Context: an optimization exercise on an open-source flow, tuned for small area, a short achievable clock period and few clock cycles. The choices shown serve that exercise and are no tape-out recipe. The RTL was checked by simulation tests, not by an equivalence proof against the original design. Power figures rest on the tool's default switching activity, not on a simulated workload.

trial 79:
==> flow/design.v (excerpt) <==
module msrcc (
    input  wire       clk,
    input  wire       rst,           
    input  wire       bus_valid,
    input  wire       bus_we,
    input  wire [9:0] bus_addr,
    input  wire [7:0] bus_wdata,
    output reg        bus_ready,
    output reg  [7:0] bus_rdata
);
    localparam PB = 4;               
    localparam P  = 1 << PB;         
    localparam TB = 8 - PB;
    localparam T  = 1 << TB;         
    localparam A_CMD    = 10'h000;
    localparam A_STATUS = 10'h001;
    localparam A_DIN    = 10'h002;
    localparam A_DOUT   = 10'h003;
    localparam A_LEN    = 10'h004;
    localparam A_OLEN   = 10'h005;
    localparam A_EIDX   = 10'h006;
    reg [7:0] cmd_r;
    reg [7:0] status_r;
    reg [7:0] din_r;
    reg [7:0] dout_r;
    reg [7:0] len_r;
    reg [7:0] olen_r;
    reg [7:0] eidx_r;
    reg [PB-1:0] g;                  
    reg [TB-1:0] cs;                 
    wire [7:0]   cur = {cs, g};      
  ...
Size: about 7200 cells after synthesis, about 4300 flip-flops, ~31 I/O pins, roughly 110000 um2 of cells after synthesis.
clock: 8.0 ns
lec_check: 0
cap_margin: 20
core_margin: 2
core_utilization: 40
cts_cluster_diameter: 60
cts_cluster_size: 28
place_density: 0.6
setup_slack_margin: 3.8
slew_margin: 20
run.sh (not shown) runs the stock make flow with config.mk's settings and CLKGATE_MAP_FILE= SYNTH_SCRIPT=/design/flow/synth_recipe.tcl, a recipe that flattens the netlist after the stock synthesis.
Testbench counts of trial 79, summed over its fixed seeds: cycles 62,089.
Modified inputs, build 63 compared to trial 79
--- a/flow/design.v
+++ b/flow/design.v
@@ -70,19 +70,19 @@
     input  wire       clk,
     input  wire       rst,           
     input  wire       bus_valid,
     input  wire       bus_we,
     input  wire [9:0] bus_addr,
     input  wire [7:0] bus_wdata,
     output reg        bus_ready,
     output reg  [7:0] bus_rdata
 );
-    localparam PB = 4;               
+    localparam PB = 3;               
     localparam P  = 1 << PB;         
     localparam TB = 8 - PB;
     localparam T  = 1 << TB;         
     localparam A_CMD    = 10'h000;
     localparam A_STATUS = 10'h001;
     localparam A_DIN    = 10'h002;
     localparam A_DOUT   = 10'h003;
     localparam A_LEN    = 10'h004;
     localparam A_OLEN   = 10'h005;
@@ -157,24 +157,20 @@
     wire       wcmd_buf  = wcmd[7];
     wire       wcmd_w7   = wcmd[1];
     wire acc_wr  = bus_valid & bus_we & ~busy;
     wire acc_rd  = bus_valid & ~bus_we & ~busy;
     wire a_cmd   = (bus_addr == A_CMD);
     wire a_bufr  = bus_addr[9] ^ bus_addr[8];
     wire a_ibuf  = (bus_addr[9:8] == 2'd1);
     wire cmd_ex  = acc_wr & a_cmd & ~run;
     wire cmd_go  = cmd_ex & ~wcmd_ill & ~wcmd_badw & wcmd_buf;
-    wire lo_eq   = (bus_addr[PB-2:0] == ~gn[PB-2:0]);
-    wire hi_eq   = (bus_addr[PB-1] == ~gn[PB-1]);
-    wire lo_hit  = lo_eq & (hi_eq | ~(run & bg));
+    wire lo_hit  = (bus_addr[PB-1:0] == ~gn);
     wire ibuf_wr = acc_wr & a_ibuf & lo_hit;
-    wire ibuf_w0 = ibuf_wr & hi_eq;      
-    wire ibuf_wh = ibuf_wr & ~hi_eq;     
     reg  [9:0] pan;
     reg  [7:0] rq;
     reg        mc;                   
     reg        cr;                   
     wire p_hit   = (bus_addr == ~pan);
     wire [19:0] wsel;
     msrcc_mode u_mode (.fn(wcmd_fn), .w7(wcmd_w7), .sel(wsel));
     wire       imm_okx, imm_pm;
     wire [7:0] imm_y;
@@ -201,27 +197,23 @@
             reg  [8*P-1:0] orb;
             wire [7:0] it = ir[7:0];
             wire [7:0] ot = orb[7:0];
             wire [7:0] y_s;
             msrcc_xform u_x (.x(it), .sel(run_sel), .y(y_s), .ok(), .pm());
             wire hi_lt = lim_gt[s];
             wire hi_eq = lim_oh[s];
             wire lt    = hi_lt | (hi_eq & glt);       
             wire eq    = hi_eq & geq;                 
-            wire iwe   = ibuf_w0 & (bus_addr[7:PB] == s);
-            wire iwh   = ibuf_wh & (bus_addr[7:PB] == s);
-            wire [8*P-1:0] ir_sh = {(iwe ? bus_wdata : it), ir[8*P-1:8]};
+            wire iwe   = ibuf_wr & (bus_addr[7:PB] == s);
             wire wlt   = wpass & lt;                       
             wire keep  = ~(wpass & (lt | (rf_dec & eq)));  
             always @(posedge clk) begin
-                ir  <= {ir_sh[8*P-1:8*(P/2)],
-                        (iwh ? bus_wdata : ir_sh[8*(P/2-1) +: 8]),
-                        ir_sh[8*(P/2-1)-1:0]};
+                ir  <= {(iwe ? bus_wdata : it), ir[8*P-1:8]};
                 orb <= {(({8{wlt}} & y_s) | ({8{keep}} & ot)), orb[8*P-1:8]};
             end
             assign inext2[8*s +: 8] = ir[23:16];
             assign onext2[8*s +: 8] = orb[23:16];
         end
     endgenerate
     wire chk_here = chk & mc & ~cr & (cur == scn_e) & (scn_e != run_n);
     wire chk_end  = chk & (scn_e == run_n);
     wire [7:0] chk_okv = okvec(rq);
==> comparison <==
Re signed area change from the synthesized netlist to the final layout: build 63 is 0.86 points down on trial 79.
Wire length of the first global-routing pass delta (build 63 − trial 79): unfavourable
Looking at full die area, build 63 sits about 8% above trial 79.
As of build 63, synthesized cell count had risen by more than 10% compared to trial 79.
Area of all placed cells without fillers (build 63 vs. trial 79) increases by a little under 10%
Build 63 ended up with a lower final worst-path cycle share than trial 79 did.
Taking trial 79 as the reference, in build 63 later-pin clock latency in the skew report increased 0.02 ns, post-route worst hold slack increased 0.0038 ns, post-synthesis sequential element count essentially unchanged.
Power in combinational cells grows by a little under 10% when moving from trial 79 to build 63.
Comparing the two runs side by side, build 63 comes out behind trial 79 on detailed placement HPWL.
Build 63 vs. trial 79: setup slack went up by 0.26 ns.
Testbench counts of build 63, summed over its fixed seeds: cycles 60,489.

-- static timing again, ports no longer ideal --
The results above use ideal ports. As a check the final layouts listed here were re-extracted and re-timed, cells and wires unchanged. Step 1: set_driving_cell puts a clkbuf_16 on clk and a buf_2 on each other input, an assumption about the parent block. Step 2 adds t to the input delays and takes it off the output delays; t is the mean of the earliest and latest rising clock arrival at the registers after step 1. Input paths then give back, and output paths get back, about the clock's delay inside the block. Slacks: ideal / step 1 / step 2; pairs: ideal / step 1.
run	shift t [ns]	slack for setup (ns)	hold slack, ns	worst setup path after step 2	pins driven straight from the clock port
trial 79	0.956	3.422 / 3.373 / 2.910	0.298 / 0.298 / 0.298	input to register	1
build 63	0.982	3.678 / 3.645 / 2.909	0.302 / 0.302 / 0.302	input to register	1
After both steps setup and hold are still met in every run listed. For build 63, which loses most, drivers alone change the setup slack by -0.033 ns; drivers and shift together by -0.769 ns.
